This is an optimization exercise on Yosys and OpenROAD, whose aim is small area, a short achievable clock period and few clock cycles, not a production implementation.
Function was checked by simulation only, so behaviour that the tests miss may differ from the original.
Power is estimated from default activity; no workload was simulated.

===== config.mk =====
export PLATFORM = sky130hd
export DESIGN_NAME = mrpt_mr
export DESIGN_NICKNAME = mrpt_mr
export VERILOG_FILES = /design/flow/design.v
export SDC_FILE = /design/flow/constraint.sdc
export NUM_CORES = 4
export LEC_CHECK = 0
export CAP_MARGIN = 20
export CORE_MARGIN = 2
export CORE_UTILIZATION = 40
export SLEW_MARGIN = 20

===== constraint.sdc =====
create_clock -name core_clock -period 11.0 [get_ports {clk}]
set_input_delay 2.2000 -clock core_clock [delete_from_list [all_inputs] [get_ports {clk}]]
set_output_delay 2.2000 -clock core_clock [all_outputs]
set_load 0.01 [all_outputs]

===== design.v =====
module mont_mul (
    input  wire [65:0] s,
    input  wire [65:0] c,
    input  wire        ci,
    input  wire [1:0]  d,
    input  wire [64:0] b,
    input  wire [63:0] n,
    output wire [65:0] so,
    output wire [65:0] co,
    output wire        cio
);
    wire [1:0] pb = {(d[1] & b[0]) ^ (d[0] & b[1]), d[0] & b[0]};
    wire [1:0] u  = s[1:0] + c[1:0] + pb + {1'b0, ci};
    wire [1:0] q  = n[1] ? u : {u[1] ^ u[0], u[0]};
    wire [67:0] pp0 = d[0] ? {3'b000, b}       : 68'd0;
    wire [67:0] pp1 = d[1] ? {2'b00, b, ci}    : {67'd0, ci};
    wire [67:0] qq0 = q[0] ? {4'b0000, n}      : 68'd0;
    wire [67:0] qq1 = q[1] ? {3'b000, n, 1'b0} : 68'd0;
    wire [67:0] s0  = {2'b00, s};
    wire [67:0] c0  = {2'b00, c};
    wire [67:0] s1 = s0 ^ c0 ^ pp0;
    wire [67:0] c1 = {((s0 & c0) | (s0 & pp0) | (c0 & pp0)), 1'b0};
    wire [67:0] s2 = s1 ^ c1 ^ pp1;
    wire [67:0] c2 = {((s1 & c1) | (s1 & pp1) | (c1 & pp1)), 1'b0};
    wire [67:0] s3 = s2 ^ c2 ^ qq0;
    wire [67:0] c3 = {((s2 & c2) | (s2 & qq0) | (c2 & qq0)), 1'b0};
    wire [67:0] s4 = s3 ^ c3 ^ qq1;
    wire [67:0] c4 = {((s3 & c3) | (s3 & qq1) | (c3 & qq1)), 1'b0};
    assign so  = s4[67:2];
    assign co  = c4[67:2];
    assign cio = s4[1];
endmodule
module mrpt_mr (
    input  wire        clk,
    input  wire        rst,
    input  wire        start,
    input  wire [1:0]  wsel,
    input  wire [63:0] p,
    output reg         busy,
    output reg         done,
    output reg         res,
    output reg         err,
    output reg  [23:0] aux
);
    localparam [255:0] SIEVE_PRIME =
        256'h08028228800800a28028208820a00a08800228a20208828828208a20a08a28ac;
    localparam [63:0] CASCADE_BOUND = 64'd1795265022;
    localparam [63:0] SIEVE_LEN     = 64'd255;
    localparam [3:0] S_IDLE  = 4'd0,
                     S_TZ    = 4'd2,
                     S_MSB   = 4'd3,
                     S_WIT   = 4'd4,
                     S_CONV  = 4'd5,
                     S_NEXT  = 4'd6,
                     S_MUL   = 4'd7,
                     S_CPA   = 4'd8,
                     S_LD    = 4'd9,
                     S_DBL   = 4'd10;
    localparam [1:0] P_LOOP = 2'd0,    
                     P_SQS  = 2'd1,    
                     P_CHK  = 2'd2;    
    localparam [1:0] D_X = 2'd0, D_A = 2'd1, D_ONE = 2'd2, D_W = 2'd3;
    localparam [2:0] A_ZERO = 3'd0,    
                     A_STEP = 3'd1,    
                     A_WIT  = 3'd2,    
                     A_DBL  = 3'd3,    
                     A_X    = 3'd4;    
    reg [3:0]  state;
    reg [63:0] n;         
    reg [1:0]  ws;        
    reg        casc;
    reg [5:0]  s;         
    reg [5:0]  msb;       
    reg [5:0]  idx;       
    reg [2:0]  widx;
    reg        sq;        
    reg        fm;        
    reg [6:0]  cnt;       
    reg [1:0]  ph;
    reg [1:0]  dsel;
    reg [64:0] x;         
    reg [64:0] ar;        
    reg [65:0] acc_s;
    reg [65:0] acc_c;
    reg        acc_ci;
    reg [1:0]  dig;
    function [30:0] witness(input w64, input [2:0] i);
        begin
            if (w64) begin
                case (i)
                    3'd0:    witness = 31'd2;
                    3'd1:    witness = 31'd325;
                    3'd2:    witness = 31'd9375;
                    3'd3:    witness = 31'd28178;
                    3'd4:    witness = 31'd450775;
                    3'd5:    witness = 31'd9780504;
                    default: witness = 31'd1795265022;
                endcase
            end else begin
                case (i)
                    3'd0:    witness = 31'd2;
                    3'd1:    witness = 31'd7;
                    default: witness = 31'd61;
                endcase
            end
        end
    endfunction
    function fewable(input w64, input [2:0] i);
        fewable = w64 ? (i == 3'd1 || i == 3'd2 || i == 3'd3) :
                        (i == 3'd1 || i == 3'd2);
    endfunction
    function [5:0] fewlen(input w64, input [2:0] i);    
        begin
            if (w64)
                fewlen = (i == 3'd1) ? 6'd4 : 6'd7;    
            else
                fewlen = (i == 3'd1) ? 6'd1 : 6'd3;    
        end
    endfunction
    wire range_err = (ws == 2'd0) ? (n[63:8]  != 56'd0) :
                     (ws == 2'd1) ? (n[63:16] != 48'd0) :
                     (ws == 2'd2) ? (n[63:32] != 32'd0) : 1'b0;
    wire do_casc   = (ws == 2'd3) && (n < CASCADE_BOUND);
    wire [1:0] ews = do_casc ? 2'd2 : ws;
    wire nbit = n[idx];
    wire       is64 = (ws == 2'd3);               
    wire [5:0] dlen = 6'd4 << ws;                 
    wire [6:0] wtop = (7'd8 << ws) - 7'd1;        
    wire [5:0] jc   = idx;
    wire last_wit = is64 ? (widx == 3'd6) : (widx == 3'd2);
    wire [30:0] wval = witness(is64, widx);
    wire [65:0] st_s, st_c;
    wire        st_ci;
    mont_mul u_step (
        .s   (acc_s),
        .c   (acc_c),
        .ci  (acc_ci),
        .d   (dig),
        .b   (x),
        .n   (n),
        .so  (st_s),
        .co  (st_c),
        .cio (st_ci)
    );
    wire [65:0] sum = acc_s + acc_c + {65'd0, acc_ci};
    wire [64:0] dbl = sum[65] ? {acc_c[63:0], 1'b0} : {sum[63:0], 1'b0};
    wire [67:0] dpad  = (dsel == D_W) ? {37'd0, wval} : {3'b000, (dsel == D_A) ? ar : x};
    wire [1:0]  dnext = (dsel == D_ONE) ? 2'b00 : dpad[{cnt[5:0] + 6'd1, 1'b0} +: 2];
    wire [5:0]  klen  = fewlen(is64, widx);
    wire        few   = fewable(is64, widx);
    wire a_one = (ar == 65'd1);
    wire a_nm1 = (ar == {1'b0, n[63:1], 1'b0});
    reg [1:0]  go_dsel;
    reg [1:0]  x0;
    reg [2:0]  aload;
    task launch(input [1:0] ds, input [1:0] phase);
        begin
            go_dsel = ds;
            dsel   <= ds;
            fm     <= (ds == D_W);
            ph     <= phase;
            cnt    <= 7'd0;
            state  <= S_MUL;
        end
    endtask
    task loop_step;
        begin
            if (idx == s) begin
                idx <= 6'd0;
                launch(D_ONE, P_CHK);
            end else begin
                idx <= idx - 6'd1;
                sq  <= 1'b1;
                launch(D_X, P_LOOP);
            end
        end
    endtask
    task finish(input r, input e, input [23:0] ax);
        begin
            res   <= r;
            err   <= e;
            aux   <= ax;
            done  <= 1'b1;
            busy  <= 1'b0;
            state <= S_IDLE;
        end
    endtask
    always @(posedge clk) begin
        go_dsel = D_X;
        x0      = x[1:0];
        aload   = A_ZERO;
        case (state)
            S_IDLE: if (!busy) begin
                n  <= p;
                ws <= wsel;
            end else begin
                casc <= do_casc;
                ws   <= ews;
                idx  <= 6'd1;
                widx <= 3'd0;
                if (range_err) begin
                    finish(1'b0, 1'b1, 24'd0);
                end else if (n == 64'd1 || n[0] == 1'b0) begin
                    finish(n == 64'd2, 1'b0, 24'h0000F0);
                end else if (n < SIEVE_LEN) begin
                    finish(SIEVE_PRIME[n[7:0]], 1'b0,
                           {16'h0000, 4'hF, 1'b0, do_casc, 2'd1});
                end else begin
                    state <= S_TZ;
                end
            end
            S_TZ: begin
                if (nbit) begin
                    s     <= idx;
                    idx   <= wtop[5:0];
                    state <= S_MSB;
                end else begin
                    idx <= idx + 6'd1;
                end
            end
            S_MSB: begin
                if (nbit) begin
                    msb   <= idx;
                    state <= S_WIT;
                end else begin
                    idx <= idx - 6'd1;
                end
            end
            S_WIT: begin
                aload = A_WIT;
                cnt   <= {dlen, 1'b0} + 7'd2;
                state <= S_CONV;
            end
            S_CONV: begin
                x   <= dbl;
                cnt <= cnt - 7'd1;
                if (cnt == 7'd1) begin
                    idx   <= msb;
                    sq    <= 1'b0;
                    ph    <= P_LOOP;
                    state <= S_NEXT;
                end else begin
                    aload = A_DBL;
                end
            end
            S_LD: begin
                aload = A_X;
                state <= S_DBL;
            end
            S_DBL: begin
                x   <= dbl;
                cnt <= cnt - 7'd1;
                if (cnt == 7'd1) begin
                    x0 = dbl[1:0];
                    sq <= 1'b0;
                    loop_step;
                end else begin
                    aload = A_DBL;
                end
            end
            S_NEXT: begin
                if (ph == P_LOOP) begin
                    ar <= x;                      
                    loop_step;
                end else begin
                    if (a_nm1 || (jc == 6'd0 && a_one)) begin
                        if (last_wit) begin
                            finish(1'b1, 1'b0, {2'b00, s, 8'h00, 4'hF, 1'b0, casc, 2'd2});
                        end else begin
                            widx  <= widx + 3'd1;
                            state <= S_WIT;
                        end
                    end else if (a_one || jc + 6'd1 >= s) begin
                        finish(1'b0, 1'b0, {2'b00, s, 8'h00, 1'b0, widx, 1'b0, casc, 2'd2});
                    end else begin
                        idx <= idx + 6'd1;
                        launch(D_X, P_SQS);
                    end
                end
            end
            S_MUL: begin
                aload = A_STEP;
                cnt <= cnt + 7'd1;
                if (cnt[5:0] == (fm ? klen : dlen))
                    state <= S_CPA;
            end
            S_CPA: begin
                x0 = sum[1:0];
                if (ph == P_CHK) begin
                    ar    <= sum[64:0];
                    state <= S_NEXT;
                end else begin
                    x <= sum[64:0];
                    if (ph == P_SQS) begin
                        launch(D_ONE, P_CHK);
                    end else if (sq && nbit) begin
                        if (widx == 3'd0) begin
                            cnt   <= 7'd1;
                            state <= S_LD;         
                        end else begin
                            sq <= 1'b0;
                            launch(few ? D_W : D_A, P_LOOP);
                        end
                    end else if (fm) begin
                        cnt   <= {klen, 1'b0} + 7'd2;    
                        state <= S_LD;
                    end else begin
                        loop_step;
                    end
                end
            end
            default: state <= S_IDLE;
        endcase
        if (!busy && start) begin
            busy <= 1'b1;
            done <= 1'b0;
        end
        case (aload)
            A_STEP:  begin acc_s <= st_s;              acc_c <= st_c;          acc_ci <= st_ci; end
            A_WIT:   begin acc_s <= {2'b11, ~n};   acc_c <= {35'd0, wval};     acc_ci <= 1'b1;  end
            A_DBL:   begin acc_s <= {2'b11, ~n};   acc_c <= {1'b0, dbl};       acc_ci <= 1'b1;  end
            A_X:     begin acc_s <= {2'b11, ~n};   acc_c <= {1'b0, x};         acc_ci <= 1'b1;  end
            default: begin acc_s <= 66'd0;             acc_c <= 66'd0;         acc_ci <= 1'b0;  end
        endcase
        dig <= (state == S_MUL)    ? dnext :
               (go_dsel == D_X)    ? x0 :
               (go_dsel == D_A)    ? ar[1:0] :
               (go_dsel == D_W)    ? wval[1:0] : 2'b01;
        if (rst) begin
            state <= S_IDLE;
            busy  <= 1'b0;
            done  <= 1'b0;
        end
    end
endmodule

===== flow/run.sh =====
#!/bin/bash
# Layout: the standard ORFS flow (standard.sh, unchanged synthesis and
# steps), with repair_timing asked for a larger setup margin so that it keeps
# improving the critical paths below the 11 ns constraint. The SDC (clock
# period, I/O delays, loads) is the standard flow's, unchanged.
set -euo pipefail
bash standard.sh SETUP_SLACK_MARGIN=7.5 finish > standard_flow.log 2>&1

===== standard.sh =====
#!/bin/bash
# synth_recipe.tcl (not shown) runs the flow's synth.tcl, then flattens the netlist and writes it again
# the make line also repeats each setting of config.mk as NAME=value (left out here)
make -C /OpenROAD-flow-scripts/flow DESIGN_CONFIG=/design/flow/config.mk WORK_HOME=/design/flow/orfs CLKGATE_MAP_FILE= SYNTH_SCRIPT=/design/flow/synth_recipe.tcl "${@:-finish}"

==> impl_metrics.ini, run 1 <==
[cells_and_area]
layout_common_cells = nand2_1 (492), inv_1 (359), fa_1 (257)
final_util_pct = 49.3
fin_nets = 4028
syn_to_final_growth_pct = 22.7
fin_cells = 4698
design_area_um2 = 38800
layout-drive-gt1-share_pct = 16.6
layout_commonest_cell = nand2_1
fillers = 7306

[run]
maxCapViolations = 0

[setup_path]
start_kind = flop
end_kind = flop
reg2reg_slack_ps = 7110
required_ps = 11330
r2r_start = acc_ci
worstRegToRegCells = 14
r2r-end = x[57]
path_max_fanout = 3
path_class = flop to flop
arrival_ps = 4220

[synthesis]
ys_dominant_reg_cell = edfxtp_1
synthArstFlopShare_pct = 0
yosysSeqAreaShare_pct = 32.3
synth_edf_count = 246
ys_ff_latch = 387
syn_area_per_cell_um2 = 9.08
netlist_instances = 3480
synth_area_leaders = edfxtp_1 (23%), fa_1 (16%), dfxtp_1 (8.9%), nand2_1 (6.0%), inv_1 (4.3%)
synth_top_area_share_pct = 23.4
synth.distinct_cells = 81
ys_warn_count = 1
synth_area_um2 = 31600
netlist.top_cell.by_area = edfxtp_1

[global_routing]
antenna_found_initial = 5
grt.total_usage_pct = 27.0
grt_remaining_overflow = 0
grt_max_degree = 82
grt_pass1_vias = 26800
grt_pass1_wl_um = 169000

[cts]
cts_buffer_depth = 3
cts_hold_buf = 0
cts_sinks = 387
cts_made_buffers = 47
clock-root-buffer = clkbuf_16
cts-htree-levels = 2
path_clk_slew_ps = 60
cts_tree = yes
insertion_delay_ps = 610

[timing]
fin_crit_ps = 3890
setup_viol = 0
finalCritPeriodShare_pct = 35.4
fin_setup_tns_ps = 0
worst_slack_ps = 7110
rsz0062_at_grt = true
fmax_ghz = 0.257
tightest_slew_ps = 1100
slew_viol_final = 0
slew_headroom_pct = 26.9
finalHoldViolCount = 0
clock_skew_ps = 27.9

[floorplanning]
core_um2 = 78600
die_h_um = 285
initial_core_util_pct = 40.2
die_w_um = 285
num_rows = 103
pin_count = 97
die_area_um2 = 81300

[hold_path]
hold_class = flop to flop
hold_path_end = done
worstHoldPathCells = 1
hold_start = done

[placement]
post-dp-hpwl_um = 78000
port_buffers = 85
place_area_um2 = 33400
gp_congestion = 0.974
place_ws_ps = 5920
place_inst = 4464

[power]
swShare_pct = 35.7
p_sw_mw = 1.75
power.internal_mw = 3.14
power_leakage_nw = 15.1
irDropWorstVdd_uv = 138
combPwrFrac_pct = 27.5
p_per_area_nw_per_um2 = 126
power_frac_seq_pct = 41.5
p_clk_share_pct = 31.0

[route]
ant_nets = 0
drc = 0
wl_per_cell_um = 25.1
via_count = 27800
drt_first_pass_iters = 6
vias_per_cell = 5.91
drt_iter0_drc = 3084
routed_wl_um = 118000

[outcome]
outcome = timing/DRC/antenna clean
## cells in the mapped netlist, types with 19 or more instances
cell type  instances
a211oi_1          20
a21o_1            34
a21oi_1          197
a221oi_1          19
a22oi_1           49
a31oi_1           24
and2_1           135
clkbuf_1         166
dfxtp_1          141
edfxtp_1         246
fa_1             259
ha_1              91
inv_1            360
mux2i_1           84
mux4_2            20
nand2_1          501
nand2b_1          24
nand3_1           57
nand4_1           37
nor2_1           190
nor2b_1           36
nor3_1            52
nor4_1            57
o211ai_1          26
o21ai_0          209
o21ai_1           33
o22ai_1           22
xnor2_1           56
xor2_1            86
## through the flow
step / hold WS, ps / power [mW]
after floorplan: 439 / 2.61
after global placement: 432 / 3.11
after detailed placement: 439 / 3.13
after CTS: 466 / 4.73
after global routing: 503 / 5.07
final: 457 / 4.89
## area by class of cell
cell class / instances / area [um2] / area share (%)
Inverter: 363 / 1370 / 3.52
Multi-Input combinational cell: 2537 / 21200 / 54.8
Timing Repair Buffer: 273 / 3170 / 8.17
Sequential cell: 387 / 10200 / 26.4
Clock inverter: 23 / 171 / 0.442
Clock buffer: 63 / 1270 / 3.27
Antenna cell: 2 / 5.00 / 0.0129
Tap cell: 1050 / 1310 / 3.39
## layer usage
layer	vias up	part of all wire [%]	wire, um	global-route usage, %
li1	12300	-	-	-
met5	-	0.0076	9	0
met3	293	9.5	11200	4.80
met4	2	5.1	5980	9.78
met1	13700	41	48400	37.4
met2	1484	44	52300	42.3
## power groups by stage
stage | sequential [mW] | clock [mW] | combinational (mW)
finish | 2.03 | 1.51 | 1.35
global placement | 2.07 | 0 | 1.05
CTS | 2.01 | 1.54 | 1.18
global route | 2.03 | 1.59 | 1.45
floorplan | 1.85 | 0 | 0.757
detailed placement | 2.06 | 0 | 1.07
## logic make-up (layout without fill, tap and decap cells)
group / Yosys count / in the layout / share of synthesized area, %
xor+xnor: 142 / 142 / 3.94
simple gates: 1146 / 1146 / 16.9
other cells: 1 / 13 / 0.0119
buf+inv: 566 / 722 / 7.00
flops: 387 / 387 / 32.3
compound gates: 769 / 769 / 15.2
fa+ha+maj: 350 / 350 / 20.0
mux: 119 / 119 / 4.62
## flip-flops by register name, summed over array words and instances, names as in the netlist, 2 cells and up
| signal | flops |
|---|---|
| acc_c | 66 |
| acc_s | 66 |
| ar | 65 |
| aux | 13 |
| cnt | 7 |
| dig | 2 |
| dsel | 2 |
| idx | 6 |
| msb | 6 |
| n | 64 |
| ph | 2 |
| s | 6 |
| state | 4 |
| widx | 3 |
| ws | 2 |
| x | 65 |
## worst max-delay path by stage
stage	to	slack, ps	startpoint	cells after the start
finish	x[57]	7110	acc_ci	14
floorplan	acc_c[6]	7520	dig[0]	12
detailed placement	x[45]	5920	acc_s[0]	13
global placement	x[33]	5960	acc_s[0]	13
CTS	x[64]	7140	acc_c[0]	13
global route	x[8]	7050	acc_c[2]	18
## what timing repair did
| item | in CTS | in global routing |
|---|---|---|
| pin swaps | 28 | 89 |
| gates resized for setup | 252 | 352 |
| setup buffers | 75 | 47 |
| cloned | 10 | 14 |
| setup endpoints to repair | 278 | 313 |
## critical path, stage by stage, from the launching register on
cell,delay (ps)
dfxtp_2,360
fa_2,270
inv_2,60
fa_2,370
nor2b_2,160
o211ai_1,210
a2111o_1,490
a41o_4,320
a21oi_4,190
o211ai_1,220
o31a_1,390
buf_6,160
xnor2_4,150
mux2i_4,180
a21oi_1,90
Testbench counts, summed over its fixed seeds: cycles 1,607,632.
==> run 2, diff against run 1 <==
--- a/design.v
+++ b/design.v
@@ -143,7 +143,7 @@
         .cio (st_ci)
     );
     wire [65:0] sum = acc_s + acc_c + {65'd0, acc_ci};
-    wire [64:0] dbl = sum[65] ? {acc_c[63:0], 1'b0} : {sum[63:0], 1'b0};
+    wire [64:0] dbl = sum[65] ? {acc_s[63:0], 1'b0} : {sum[63:0], 1'b0};
     wire [67:0] dpad  = (dsel == D_W) ? {37'd0, wval} : {3'b000, (dsel == D_A) ? ar : x};
     wire [1:0]  dnext = (dsel == D_ONE) ? 2'b00 : dpad[{cnt[5:0] + 6'd1, 1'b0} +: 2];
     wire [5:0]  klen  = fewlen(is64, widx);
@@ -235,6 +235,7 @@
                 x   <= dbl;
                 cnt <= cnt - 7'd1;
                 if (cnt == 7'd1) begin
+                    ar    <= dbl;
                     idx   <= msb;
                     sq    <= 1'b0;
                     ph    <= P_LOOP;
@@ -260,7 +261,6 @@
             end
             S_NEXT: begin
                 if (ph == P_LOOP) begin
-                    ar <= x;                      
                     loop_step;
                 end else begin
                     if (a_nm1 || (jc == 6'd0 && a_one)) begin
@@ -317,9 +317,9 @@
         end
         case (aload)
             A_STEP:  begin acc_s <= st_s;              acc_c <= st_c;          acc_ci <= st_ci; end
-            A_WIT:   begin acc_s <= {2'b11, ~n};   acc_c <= {35'd0, wval};     acc_ci <= 1'b1;  end
-            A_DBL:   begin acc_s <= {2'b11, ~n};   acc_c <= {1'b0, dbl};       acc_ci <= 1'b1;  end
-            A_X:     begin acc_s <= {2'b11, ~n};   acc_c <= {1'b0, x};         acc_ci <= 1'b1;  end
+            A_WIT:   begin acc_s <= {35'd0, wval};     acc_c <= {2'b11, ~n};   acc_ci <= 1'b1;  end
+            A_DBL:   begin acc_s <= {1'b0, dbl};       acc_c <= {2'b11, ~n};   acc_ci <= 1'b1;  end
+            A_X:     begin acc_s <= {1'b0, x};         acc_c <= {2'b11, ~n};   acc_ci <= 1'b1;  end
             default: begin acc_s <= 66'd0;             acc_c <= 66'd0;         acc_ci <= 1'b0;  end
         endcase
         dig <= (state == S_MUL)    ? dnext :
==> impl_metrics.ini, run 2 <==
[outcome]
outcome = timing/DRC/antenna clean

[route]
via_count = 26600
vias_per_cell = 5.94
drt_iter0_drc = 3192
drc = 0
drt_first_pass_iters = 6
routed_wl_um = 114000
ant_nets = 0
wl_per_cell_um = 25.5

[synthesis]
synth.distinct_cells = 85
ys_dominant_reg_cell = edfxtp_1
synth_area_leaders = edfxtp_1 (24%), fa_1 (17%), dfxtp_1 (9.1%), inv_1 (4.5%), nand2_1 (4.1%)
netlist.top_cell.by_area = edfxtp_1
synth.most_common_cell = inv_1
syn_area_per_cell_um2 = 9.46
synthArstFlopShare_pct = 0
netlist_instances = 3295
yosysSeqAreaShare_pct = 32.8
synth_area_um2 = 31200
synth_top_area_share_pct = 23.7
ys_ff_latch = 387
synth_top_cells_by_count = inv_1 (377), nand2_1 (338), fa_1 (259)
ys_warn_count = 1
synth_edf_count = 246

[setup_path]
r2r-end = acc_s[5]
path_class = flop to flop
start_kind = flop
reg2reg_slack_ps = 7320
arrival_ps = 4110
end_kind = flop
r2r_start = x[0]
path_max_fanout = 7
worstRegToRegCells = 15
required_ps = 11430

[placement]
gp_congestion = 0.984
post-dp-hpwl_um = 76000
port_buffers = 85

[global_routing]
grt_pass1_wl_um = 169000
grt.total_usage_pct = 27.8
antenna_found_initial = 3
grt_remaining_overflow = 0
grt_pass1_vias = 25900
grt_max_degree = 75

[power]
p_clk_share_pct = 38.1
combPwrFrac_pct = 21.3
p_sw_mw = 1.48
power_leakage_nw = 14.3
irDropWorstVdd_uv = 134
power.internal_mw = 3.17
power_frac_seq_pct = 40.5
swShare_pct = 31.8
p_per_area_nw_per_um2 = 124

[hold_path]
hold_path_end = done
hold_start = done
hold_class = flop to flop
worstHoldPathCells = 2

[floorplanning]
die_h_um = 283
core_um2 = 77300
initial_core_util_pct = 40.3
die_area_um2 = 80100
num_rows = 102
die_w_um = 283
pin_count = 97

[timing]
finalHoldViolCount = 0
tightest_slew_ps = 1140
setup_viol = 0
fin_crit_ps = 3680
finalCritPeriodShare_pct = 33.4
clock_skew_ps = 41.6
slew_viol_final = 0
fmax_ghz = 0.272
slew_headroom_pct = 24.1
hold_ws_ps = 493
rsz0062_at_grt = true
fin_setup_tns_ps = 0

[cells_and_area]
layout_commonest_cell = inv_1
fillers = 7167
ff_latch_area_um2 = 10200
top_regs = acc_c: 66 flops, acc_s: 66 flops
fin_nets = 3816
syn_to_final_growth_pct = 20.6
layout_common_cells = inv_1 (372), nand2_1 (334), fa_1 (256)
layout-drive-gt1-share_pct = 15.3
final_util_pct = 48.6
multi_input_area_um2 = 20300

[run]
maxCapViolations = 0

[cts]
cts_made_buffers = 49
cts_tree = yes
cts_buffer_depth = 3
cts_sinks = 387
path_clk_slew_ps = 60
cts_hold_buf = 0
cts-htree-levels = 2
clock-root-buffer = clkbuf_16
insertion_delay_ps = 630
## run 2: cell types whose count changed after synthesis, sizes merged, moves of 10 or more
cell | previous run | this run
inv | 360 | 378
o21a | 18 | 8
mux4 | 20 | 37
nor3 | 52 | 37
clkbuf | 166 | 155
nor2b | 36 | 49
nand2 | 501 | 338
nand3 | 57 | 37
o21bai | 11 | 24
mux2 | 15 | 5
a21oi | 198 | 216
xnor2 | 56 | 110
nor4 | 57 | 40
xor2 | 86 | 41
## run 2: per-layer routing
metal  global-route usage [%]  up-vias  wire, um
li1                         -    11600         -
met1                     38.1    13100     45500
met2                     42.5     1605     50400
met3                     5.31      330     12000
met4                     12.8        0      6220
met5                        0        -         0
## run 2: worst max-delay path: stages, from the launching register on
cell and delay (ps):
edfxtp_1 410, and2_4 180, fa_1 480, ha_4 210, xnor2_4 140, xnor2_2 160
xnor2_2 140, buf_4 160, xnor2_4 130, buf_12 160, buf_16 160, buf_12 130
and2_1 160, fa_1 460, a222oi_1 250, o21ai_0 180
## run 2: area by class of cell
type | instances | share of cell area [%]
antenna | 5 | 0.0333
clock buffer | 65 | 3.75
clock inverter | 27 | 0.913
inverter | 381 | 3.85
multi-input combinational | 2346 | 54.0
sequential | 387 | 27.3
tap | 1040 | 3.46
timing repair buffer | 227 | 6.75
## run 2: cell families (layout without fill, tap and decap cells)
family / Yosys count / count (layout) / synth area share [%]
simple gates: 945 / 947 / 14.8
compound gates: 761 / 761 / 15.0
buf+inv: 574 / 700 / 7.22
flops: 387 / 387 / 32.8
fa+ha+maj: 355 / 355 / 20.5
xor+xnor: 151 / 151 / 4.27
mux: 121 / 121 / 5.44
other cells: 1 / 16 / 0.0120
## run 2: worst max-delay path by stage
stage,start,cells after the start,slack (ps),endpoint
global route,x[0],15,7250,acc_s[1]
finish,x[0],15,7320,acc_s[5]
detailed placement,x[0],11,6290,acc_s[24]
global placement,x[0],11,6300,acc_s[24]
floorplan,dig[0],12,7500,acc_s[12]
CTS,x[0],13,7320,acc_s[24]
## run 2: power groups by stage
stage          clock network (mW)  registers (mW)  logic [mW]
2_1_floorplan                   0            1.77       0.587
3_3_place_gp                    0            1.93       0.808
3_5_place_dp                    0            1.93       0.810
4_1_cts                      1.79            1.88       0.918
5_1_grt                      1.85            1.88        1.06
6_report                     1.77            1.88       0.991
## run 2: through the flow
stage	area, um2	instances	total power, mW	setup WS, ps
5_1_grt	37600	4477	4.79	7250
6_report	37600	4478	4.64	7320
2_1_floorplan	31200	3305	2.36	7500
3_5_place_dp	32900	4271	2.74	6290
4_1_cts	36400	4429	4.59	7320
3_3_place_gp	32900	4269	2.74	6300
## run 2: timing repair
action                                  4_1_cts  5_1_grt
pin swaps                                    49       90
endpoints found under the setup margin      317      302
gates resized for setup                     218      181
cloned                                       16        3
buffers inserted                             50       41
Testbench counts of run 2, summed over its fixed seeds: cycles 1,607,632.
==> run 3, diff against run 2 <==
--- a/design.v
+++ b/design.v
@@ -54,7 +54,6 @@
                      S_NEXT  = 4'd6,
                      S_MUL   = 4'd7,
                      S_CPA   = 4'd8,
-                     S_LD    = 4'd9,
                      S_DBL   = 4'd10;
     localparam [1:0] P_LOOP = 2'd0,    
                      P_SQS  = 2'd1,    
@@ -64,13 +63,14 @@
                      A_STEP = 3'd1,    
                      A_WIT  = 3'd2,    
                      A_DBL  = 3'd3,    
-                     A_X    = 3'd4;    
+                     A_SUM  = 3'd4;    
     reg [3:0]  state;
     reg [63:0] n;         
     reg [1:0]  ws;        
     reg        casc;
     reg [5:0]  s;         
     reg [5:0]  msb;       
+    reg        top;       
     reg [5:0]  idx;       
     reg [2:0]  widx;
     reg        sq;        
@@ -143,7 +143,7 @@
         .cio (st_ci)
     );
     wire [65:0] sum = acc_s + acc_c + {65'd0, acc_ci};
-    wire [64:0] dbl = sum[65] ? {acc_s[63:0], 1'b0} : {sum[63:0], 1'b0};
+    wire [64:0] dbl = sum[65] ? {acc_c[63:0], 1'b0} : {sum[63:0], 1'b0};
     wire [67:0] dpad  = (dsel == D_W) ? {37'd0, wval} : {3'b000, (dsel == D_A) ? ar : x};
     wire [1:0]  dnext = (dsel == D_ONE) ? 2'b00 : dpad[{cnt[5:0] + 6'd1, 1'b0} +: 2];
     wire [5:0]  klen  = fewlen(is64, widx);
@@ -221,6 +221,7 @@
             S_MSB: begin
                 if (nbit) begin
                     msb   <= idx;
+                    top   <= is64 && (idx == 6'd63);
                     state <= S_WIT;
                 end else begin
                     idx <= idx - 6'd1;
@@ -228,14 +229,13 @@
             end
             S_WIT: begin
                 aload = A_WIT;
-                cnt   <= {dlen, 1'b0} + 7'd2;
+                cnt   <= top ? 7'd34 : {dlen, 1'b0} + 7'd2;
                 state <= S_CONV;
             end
             S_CONV: begin
                 x   <= dbl;
                 cnt <= cnt - 7'd1;
                 if (cnt == 7'd1) begin
-                    ar    <= dbl;
                     idx   <= msb;
                     sq    <= 1'b0;
                     ph    <= P_LOOP;
@@ -244,10 +244,6 @@
                     aload = A_DBL;
                 end
             end
-            S_LD: begin
-                aload = A_X;
-                state <= S_DBL;
-            end
             S_DBL: begin
                 x   <= dbl;
                 cnt <= cnt - 7'd1;
@@ -261,6 +257,7 @@
             end
             S_NEXT: begin
                 if (ph == P_LOOP) begin
+                    ar <= x;                      
                     loop_step;
                 end else begin
                     if (a_nm1 || (jc == 6'd0 && a_one)) begin
@@ -296,14 +293,16 @@
                     end else if (sq && nbit) begin
                         if (widx == 3'd0) begin
                             cnt   <= 7'd1;
-                            state <= S_LD;         
+                            aload = A_SUM;
+                            state <= S_DBL;        
                         end else begin
                             sq <= 1'b0;
                             launch(few ? D_W : D_A, P_LOOP);
                         end
                     end else if (fm) begin
                         cnt   <= {klen, 1'b0} + 7'd2;    
-                        state <= S_LD;
+                        aload = A_SUM;
+                        state <= S_DBL;
                     end else begin
                         loop_step;
                     end
@@ -317,9 +316,10 @@
         end
         case (aload)
             A_STEP:  begin acc_s <= st_s;              acc_c <= st_c;          acc_ci <= st_ci; end
-            A_WIT:   begin acc_s <= {35'd0, wval};     acc_c <= {2'b11, ~n};   acc_ci <= 1'b1;  end
-            A_DBL:   begin acc_s <= {1'b0, dbl};       acc_c <= {2'b11, ~n};   acc_ci <= 1'b1;  end
-            A_X:     begin acc_s <= {1'b0, x};         acc_c <= {2'b11, ~n};   acc_ci <= 1'b1;  end
+            A_WIT:   begin acc_s <= {2'b11, ~n};   acc_c <= top ? {3'd0, wval, 32'd0} : {35'd0, wval};
+                           acc_ci <= 1'b1;  end
+            A_DBL:   begin acc_s <= {2'b11, ~n};   acc_c <= {1'b0, dbl};       acc_ci <= 1'b1;  end
+            A_SUM:   begin acc_s <= {2'b11, ~n};   acc_c <= {1'b0, sum[64:0]}; acc_ci <= 1'b1;  end
             default: begin acc_s <= 66'd0;             acc_c <= 66'd0;         acc_ci <= 1'b0;  end
         endcase
         dig <= (state == S_MUL)    ? dnext :
==> impl_metrics.ini, run 3 <==
[outcome]
outcome = timing/DRC/antenna clean

[floorplanning]
pin_count = 97
initial_core_util_pct = 40.4
die_area_um2 = 82200
die_h_um = 287
num_rows = 103
core_um2 = 79000
die_w_um = 287

[placement]
place_inst = 4443
place_area_um2 = 33700
post-dp-hpwl_um = 87600
gp_congestion = 1.02
place_ws_ps = 5720
port_buffers = 85

[synthesis]
netlist.top_cell.by_area = edfxtp_1
ys_warn_count = 1
synth_compound_area_share_pct = 15.5
ys_dominant_reg_cell = edfxtp_1
yosysSeqAreaShare_pct = 32.0
ys_ff_latch = 388
synth_top_area_share_pct = 23.2
netlist_instances = 3467
synthArstFlopShare_pct = 0
synth_area_um2 = 32000
synth_top_cells_by_count = nand2_1 (468), inv_1 (372), fa_1 (259)
synth.most_common_cell = nand2_1
synth-adder-area-share_pct = 20.0
synth-xor-area-share_pct = 3.81
synth_top_family_by_area = adder cells
synth-simple-area-share_pct = 16.2
synth_area_leaders = edfxtp_1 (23%), fa_1 (16%), dfxtp_1 (8.8%), nand2_1 (5.5%), inv_1 (4.4%)
synth_edf_count = 247
synthMuxAreaShare_pct = 5.21
syn_area_per_cell_um2 = 9.22
synth.distinct_cells = 90

[cells_and_area]
fin_nets = 4078
design_area_um2 = 40300
layout_commonest_cell = nand2_1
fin_cells = 4760
syn_to_final_growth_pct = 26.2
top_regs = acc_c: 66 flops, acc_s: 66 flops
ff_latch_area_um2 = 10300
multi_input_area_um2 = 21700
layout-drive-gt1-share_pct = 21.2
fillers = 7142
layout_common_cells = nand2_1 (456), inv_1 (360), edfxtp_1 (247)

[cts]
path_clk_slew_ps = 60
cts_sinks = 388
cts_tree = yes
cts_hold_buf = 0
cts_buffer_depth = 3
insertion_delay_ps = 630
clock-root-buffer = clkbuf_16
cts-htree-levels = 2
cts_made_buffers = 49

[power]
combPwrFrac_pct = 59.5
p_per_area_nw_per_um2 = 251
swShare_pct = 46.2
p_sw_mw = 4.67
p_clk_share_pct = 16.7
power_leakage_nw = 15.9
irDropWorstVdd_uv = 179
power_frac_seq_pct = 23.8
power.internal_mw = 5.44

[timing]
worst_slack_ps = 7270
fin_setup_tns_ps = 0
clock_skew_ps = 33.0
slew_viol_final = 0
setup_viol = 0
tightest_slew_ps = 1230
fin_crit_ps = 3730
fmax_ghz = 0.268
finalHoldViolCount = 0
rsz0062_at_grt = true
slew_headroom_pct = 17.5
hold_ws_ps = 462
finalCritPeriodShare_pct = 33.9

[global_routing]
grt_max_degree = 87
antenna_found_initial = 8
grt_pass1_wl_um = 194000
grt_pass1_vias = 27900
grt.total_usage_pct = 32.2
grt_remaining_overflow = 0

[route]
vias_per_cell = 6.28
drt_first_pass_iters = 14
wl_per_cell_um = 29.7
drc = 0
via_count = 29900
drt_iter0_drc = 4344
routed_wl_um = 141000
ant_nets = 0

[setup_path]
arrival_ps = 4250
crit_chain = fa_2 > a21oi_4 > nor2_4 > o2111ai_4 > a31o_4 > a211o_4 > or4b_4 > or4b_4 > buf_16 > nor2_4 > buf_6 > a221o_1 > a221o_1
cpPeakStageDelay_ps = 480
cpMaxStageDelayCell = or4b_4
end_kind = flop
path_max_fanout = 8
required_ps = 11520
start_kind = flop
path_class = flop to flop

[hold_path]
hold_class = flop to flop

[run]
maxCapViolations = 0
[run 3: changes by cell type in the layout (fill, tap and decap cells not counted), sizes merged, moves of 13 or more]
| cell | delta |
|---|---|
| a222oi | +15 |
| mux2i | -26 |
| xor2 | +33 |
| a21oi | +13 |
| buf | +98 |
| a22oi | -30 |
| nand4 | -18 |
| xnor2 | -45 |
| nand2 | +130 |
| mux2 | +23 |
| nor2 | +18 |
[run 3: per-stage QoR]
| stage | util [%] | power (mW) |
|---|---|---|
| finish | 51.0 | 10.1 |
| global route | 51.0 | 10.6 |
| CTS | 48.1 | 8.92 |
| detailed placement | 42.6 | 6.63 |
| global placement | 42.6 | 6.59 |
| floorplan | - | 5.15 |
[run 3: worst max-delay path, delay by kind of cell (launching register included)]
kind / cells / cell delay (ps)
AOI/OAI and AO/OA: 6 / 1480
and+or+nand+nor: 4 / 960
buffers and inverters: 2 / 360
DFF: 1 / 360
adders and majority gates: 1 / 440
[run 3: layer usage]
layer / vias up / track usage (%) / part of all wire (%)
li1: 12400 / - / -
met1: 14600 / 42.8 / 37
met2: 2356 / 47.5 / 42
met3: 590 / 9.24 / 14
met4: 4 / 17.0 / 7.2
met5: - / 0 / 0.040
[run 3: power by group through the flow]
stage	Sequential (mW)	Combinational [mW]	Clock, mW
3_3_place_gp	2.44	4.15	0
4_1_cts	2.37	4.86	1.69
3_5_place_dp	2.45	4.18	0
5_1_grt	2.42	6.41	1.75
6_report	2.41	6.01	1.69
2_1_floorplan	2.14	3.01	0
[run 3: cell families (layout without fill, tap and decap cells)]
kind of cell	count (synthesis)	count (layout)
xor gates and xnor gates	139	139
adders and majority gates	356	356
AOI/OAI and AO/OA	783	783
and+or+nand+nor	1099	1103
DFF	388	388
muxes	116	116
buffers and inverters	585	799
other	1	26
[run 3: cell type report]
class	count	area share [%]
diodes	15	0.0931
clock buffers	66	3.32
clock inverters	26	0.708
inverters	374	3.52
multi-input cells	2508	53.9
flip-flops and latches	388	25.5
well taps	1050	3.26
repair buffers	333	9.74
[run 3: path summary, 6_finish.rpt]
path              slack, ps        end  cells after the start      from
setup / recovery       7270  acc_c[59]                     13  acc_s[0]
setup reg to reg       7270  acc_c[59]                     13  acc_s[0]
hold reg to reg         460       done                      1      done
hold / removal          460       done                      1      done
[run 3: repair_timing]
action,4_1_cts,5_1_grt
pin swaps,47,107
buffers inserted,93,79
resized for setup,354,333
setup endpoints to repair,363,291
gates cloned,22,16
Testbench counts of run 3, summed over its fixed seeds: cycles 1,584,131.
==> run 4, diff against run 3 <==
--- a/design.v
+++ b/design.v
@@ -54,7 +54,8 @@
                      S_NEXT  = 4'd6,
                      S_MUL   = 4'd7,
                      S_CPA   = 4'd8,
-                     S_DBL   = 4'd10;
+                     S_DBL   = 4'd10,
+                     S_XL    = 4'd11;
     localparam [1:0] P_LOOP = 2'd0,    
                      P_SQS  = 2'd1,    
                      P_CHK  = 2'd2;    
@@ -71,6 +72,7 @@
     reg [5:0]  s;         
     reg [5:0]  msb;       
     reg        top;       
+    reg        cv;        
     reg [5:0]  idx;       
     reg [2:0]  widx;
     reg        sq;        
@@ -229,35 +231,29 @@
             end
             S_WIT: begin
                 aload = A_WIT;
+                idx   <= msb;
+                sq    <= 1'b0;
+                ph    <= P_LOOP;
+                cv    <= 1'b1;
                 cnt   <= top ? 7'd34 : {dlen, 1'b0} + 7'd2;
                 state <= S_CONV;
             end
-            S_CONV: begin
-                x   <= dbl;
-                cnt <= cnt - 7'd1;
-                if (cnt == 7'd1) begin
-                    idx   <= msb;
-                    sq    <= 1'b0;
-                    ph    <= P_LOOP;
-                    state <= S_NEXT;
-                end else begin
-                    aload = A_DBL;
-                end
-            end
-            S_DBL: begin
-                x   <= dbl;
-                cnt <= cnt - 7'd1;
-                if (cnt == 7'd1) begin
-                    x0 = dbl[1:0];
-                    sq <= 1'b0;
-                    loop_step;
-                end else begin
-                    aload = A_DBL;
-                end
+            S_CONV, S_DBL: begin
+                aload = A_DBL;
+                cnt   <= cnt - 7'd1;
+                if (cnt == 7'd1)
+                    state <= S_XL;
+            end
+            S_XL: begin
+                x  <= acc_c[64:0];
+                if (cv)
+                    ar <= acc_c[64:0];            
+                x0 = acc_c[1:0];
+                sq <= 1'b0;
+                loop_step;
             end
             S_NEXT: begin
                 if (ph == P_LOOP) begin
-                    ar <= x;                      
                     loop_step;
                 end else begin
                     if (a_nm1 || (jc == 6'd0 && a_one)) begin
@@ -293,6 +289,7 @@
                     end else if (sq && nbit) begin
                         if (widx == 3'd0) begin
                             cnt   <= 7'd1;
+                            cv    <= 1'b0;
                             aload = A_SUM;
                             state <= S_DBL;        
                         end else begin
@@ -301,6 +298,7 @@
                         end
                     end else if (fm) begin
                         cnt   <= {klen, 1'b0} + 7'd2;    
+                        cv    <= 1'b0;
                         aload = A_SUM;
                         state <= S_DBL;
                     end else begin
==> impl_metrics.ini, run 4 <==
[cts]
path_clk_slew_ps = 60
cts_buffer_depth = 3
cts_tree = yes
clock-root-buffer = clkbuf_16
cts_sinks = 389
cts-htree-levels = 2
cts_made_buffers = 48
insertion_delay_ps = 610

[synthesis]
netlist_instances = 3257
syn_area_per_cell_um2 = 9.56
netlist.top_cell.by_area = edfxtp_1
synth_edf_count = 248
synth_area_um2 = 31100
synth_area_leaders = edfxtp_1 (24%), fa_1 (17%), dfxtp_1 (9.1%), nand2_1 (4.7%), ha_1 (3.9%)
yosysSeqAreaShare_pct = 33.0
synth.distinct_cells = 78
ys_dominant_reg_cell = edfxtp_1
synth_top_cells_by_count = nand2_1 (394), inv_1 (317), fa_1 (259)
ys_warn_count = 1
synthArstFlopShare_pct = 0
synth_top_area_share_pct = 23.9
ys_ff_latch = 389
synth.most_common_cell = nand2_1

[floorplanning]
initial_core_util_pct = 40.3
pin_count = 97
die_area_um2 = 80100
num_rows = 102
die_h_um = 283
core_um2 = 77300
die_w_um = 283

[timing]
rsz0062_at_grt = true
tightest_slew_ps = 1230
clock_skew_ps = 22.6
slew_viol_final = 0
fin_setup_tns_ps = 0
finalHoldViolCount = 0
slew_headroom_pct = 17.7
setup_viol = 0
finalCritPeriodShare_pct = 34.5
fin_crit_ps = 3800
hold_ws_ps = 470
fmax_ghz = 0.263

[global_routing]
grt_pass1_vias = 26100
antenna_found_initial = 1
grt.total_usage_pct = 29.3
grt_pass1_wl_um = 176000
grt_max_degree = 66
grt_remaining_overflow = 0

[setup_path]
path_buf_inv = 7
path_class = flop to flop
r2r-end = acc_s[34]
startpoint = idx[0]
endpoint = acc_s[34]
start_kind = flop
crit_chain = buf_6 > buf_12 > buf_16 > mux4_2 > mux4_2 > mux2i_2 > mux2_4 > nand2b_4 > mux2i_4 > nor2_4 > clkbuf_16 > nor3_4 > buf_6 > buf_12 > buf_16 > o22ai_2
crit_family = multiplexers
path_max_fanout = 12
end_kind = flop
required_ps = 11440
cpMaxStageDelayCell = mux4_2
reg2reg_slack_ps = 7200
arrival_ps = 4240
path_depth = 16
cpPeakStageDelay_ps = 530
worstRegToRegCells = 16
r2r_start = idx[0]

[route]
drc = 0
routed_wl_um = 121000
drt_iter0_drc = 3283
vias_per_cell = 6.06
ant_nets = 0
via_count = 27100
wl_per_cell_um = 27.1
drt_first_pass_iters = 6

[power]
power_leakage_nw = 14.8
p_per_area_nw_per_um2 = 310
irDropWorstVdd_uv = 381

[cells_and_area]
layout_common_cells = nand2_1 (388), inv_1 (314), fa_1 (255)
multi_input_area_um2 = 20500
fin_nets = 3819
syn_to_final_growth_pct = 23.4
fillers = 7035
ff_latch_area_um2 = 10300
layout-drive-gt1-share_pct = 17.4
top_regs = acc_c: 66 flops, acc_s: 66 flops
layout_commonest_cell = nand2_1

[run]
maxCapViolations = 0

[placement]
post-dp-hpwl_um = 81900
port_buffers = 85
gp_congestion = 0.991

[hold_path]
hold_class = flop to flop

[outcome]
outcome = timing/DRC/antenna clean
## run 4: changes by cell type after synthesis, moves of 13 or more
cell and change:
a22oi_1 -14, o21ai_0 +21, mux4_2 +13, mux2i_1 +15
and2_1 +22, nand2_1 -74, o22ai_1 +18, mux2_2 -18
a21oi_1 -49, inv_1 -55, o21ai_1 -41, nor2_1 -14
## run 4: cell type report
| type | count | area share, % |
|---|---|---|
| timing repair inverter | 1 | 0.0130 |
| multi-input combinational | 2360 | 53.3 |
| timing repair buffer | 277 | 8.53 |
| tap | 1040 | 3.39 |
| clock buffer | 57 | 3.29 |
| clock inverter | 31 | 1.51 |
| inverter | 318 | 3.14 |
| antenna | 2 | 0.0130 |
| sequential | 389 | 26.8 |
## run 4: how the worst min path moves through the flow
stage | start | slack, ps | cells after the start | to
after floorplan | idx[4] | 440 | 0 | msb[4]
after global placement | done | 460 | 1 | done
after detailed placement | done | 470 | 1 | done
after CTS | done | 480 | 1 | done
after global routing | done | 510 | 1 | done
final | done | 470 | 1 | done
## run 4: layer usage
layer / track usage (%) / wire length, um / vias to the layer above
met5: 0 / 11 / -
met4: 14.0 / 7030 / 2
met3: 6.63 / 13000 / 361
met2: 44.8 / 53200 / 1638
met1: 39.5 / 47900 / 13500
li1: - / - / 11600
## run 4: logic make-up (layout without fill, tap and decap cells)
| logic type | Yosys count | count (layout) | synth area share, % |
|---|---|---|---|
| DFF | 389 | 389 | 33.0 |
| and+or+nand+nor | 1028 | 1028 | 15.9 |
| AOI/OAI and AO/OA | 700 | 700 | 14.4 |
| other | 1 | 13 | 0.0120 |
| adders and majority gates | 356 | 356 | 20.5 |
| buffers and inverters | 518 | 684 | 6.57 |
| xor gates and xnor gates | 145 | 145 | 4.08 |
| muxes | 120 | 120 | 5.56 |
## run 4: timing repair
action / CTS / global route
hold buffers: 0 / 0
endpoints found under the setup margin: 387 / 250
resized for setup: 299 / 180
pin swaps: 51 / 69
buffers inserted: 82 / 40
cloned: 22 / 5
## run 4: worst register-to-register path, cell delays in order, from the launching register on
cell       delay, ps
edfxtp_1         420
buf_6            170
buf_12           130
buf_16           160
mux4_2           300
mux4_2           530
mux2i_2          220
mux2_4           210
nand2b_4         170
mux2i_4          300
nor2_4            60
clkbuf_16        160
nor3_4           220
buf_6            170
buf_12           150
buf_16           180
o22ai_2           80
## run 4: report_power, final
group / leakage (nW) / total (mW) / switching (mW) / internal (mW)
combinational: 10.5 / 7.38 / 4.31 / 3.07
sequential: 3.48 / 2.62 / 0.615 / 2.00
clock: 0.894 / 1.91 / 0.714 / 1.20
total: 14.8 / 11.9 / 5.64 / 6.27
## run 4: per-stage QoR
| step | worst slack [ps] | cells | util [%] | cell area (um2) | power [mW] |
|---|---|---|---|---|---|
| floorplan | 7520 | 3267 | - | 31300 | 6.48 |
| global placement | 5920 | 4235 | 42.6 | 33000 | 8.34 |
| detailed placement | 5870 | 4236 | 42.6 | 33000 | 8.40 |
| CTS | 7240 | 4428 | 48.1 | 37200 | 11.4 |
| global route | 7140 | 4473 | 49.7 | 38400 | 12.7 |
| finish | 7200 | 4475 | 49.7 | 38400 | 11.9 |
Testbench counts of run 4, summed over its fixed seeds: cycles 1,596,624.

[what the ideal ports hide]
In the flow no input, the clock included, has a driving cell. The finished layouts below were timed again as built, in two steps.
Step 1, drivers: a clkbuf_16 drives clk and a buf_2 each remaining input, both assumed.
Step 2 adds t to the input delays and takes it off the output delays; t is the mean of the earliest and latest rising clock arrival at the registers after step 1. Input paths then give back, and output paths get back, about the clock's delay inside the block.
Slacks: ideal / step 1 / step 2; pairs: ideal / step 1.
| run | shift t [ns] | slack for setup (ns) | hold WS [ns] |
|---|---|---|---|
| run 1 | 0.670 | 7.111 / 7.111 / 7.111 | 0.457 / 0.457 / 0.457 |
| run 2 | 0.675 | 7.324 / 7.324 / 7.324 | 0.493 / 0.493 / 0.493 |
| run 3 | 0.679 | 7.270 / 7.270 / 7.270 | 0.462 / 0.462 / 0.462 |
| run 4 | 0.669 | 7.204 / 7.204 / 7.204 | 0.470 / 0.470 / 0.470 |
After both steps every run listed still meets setup and hold.
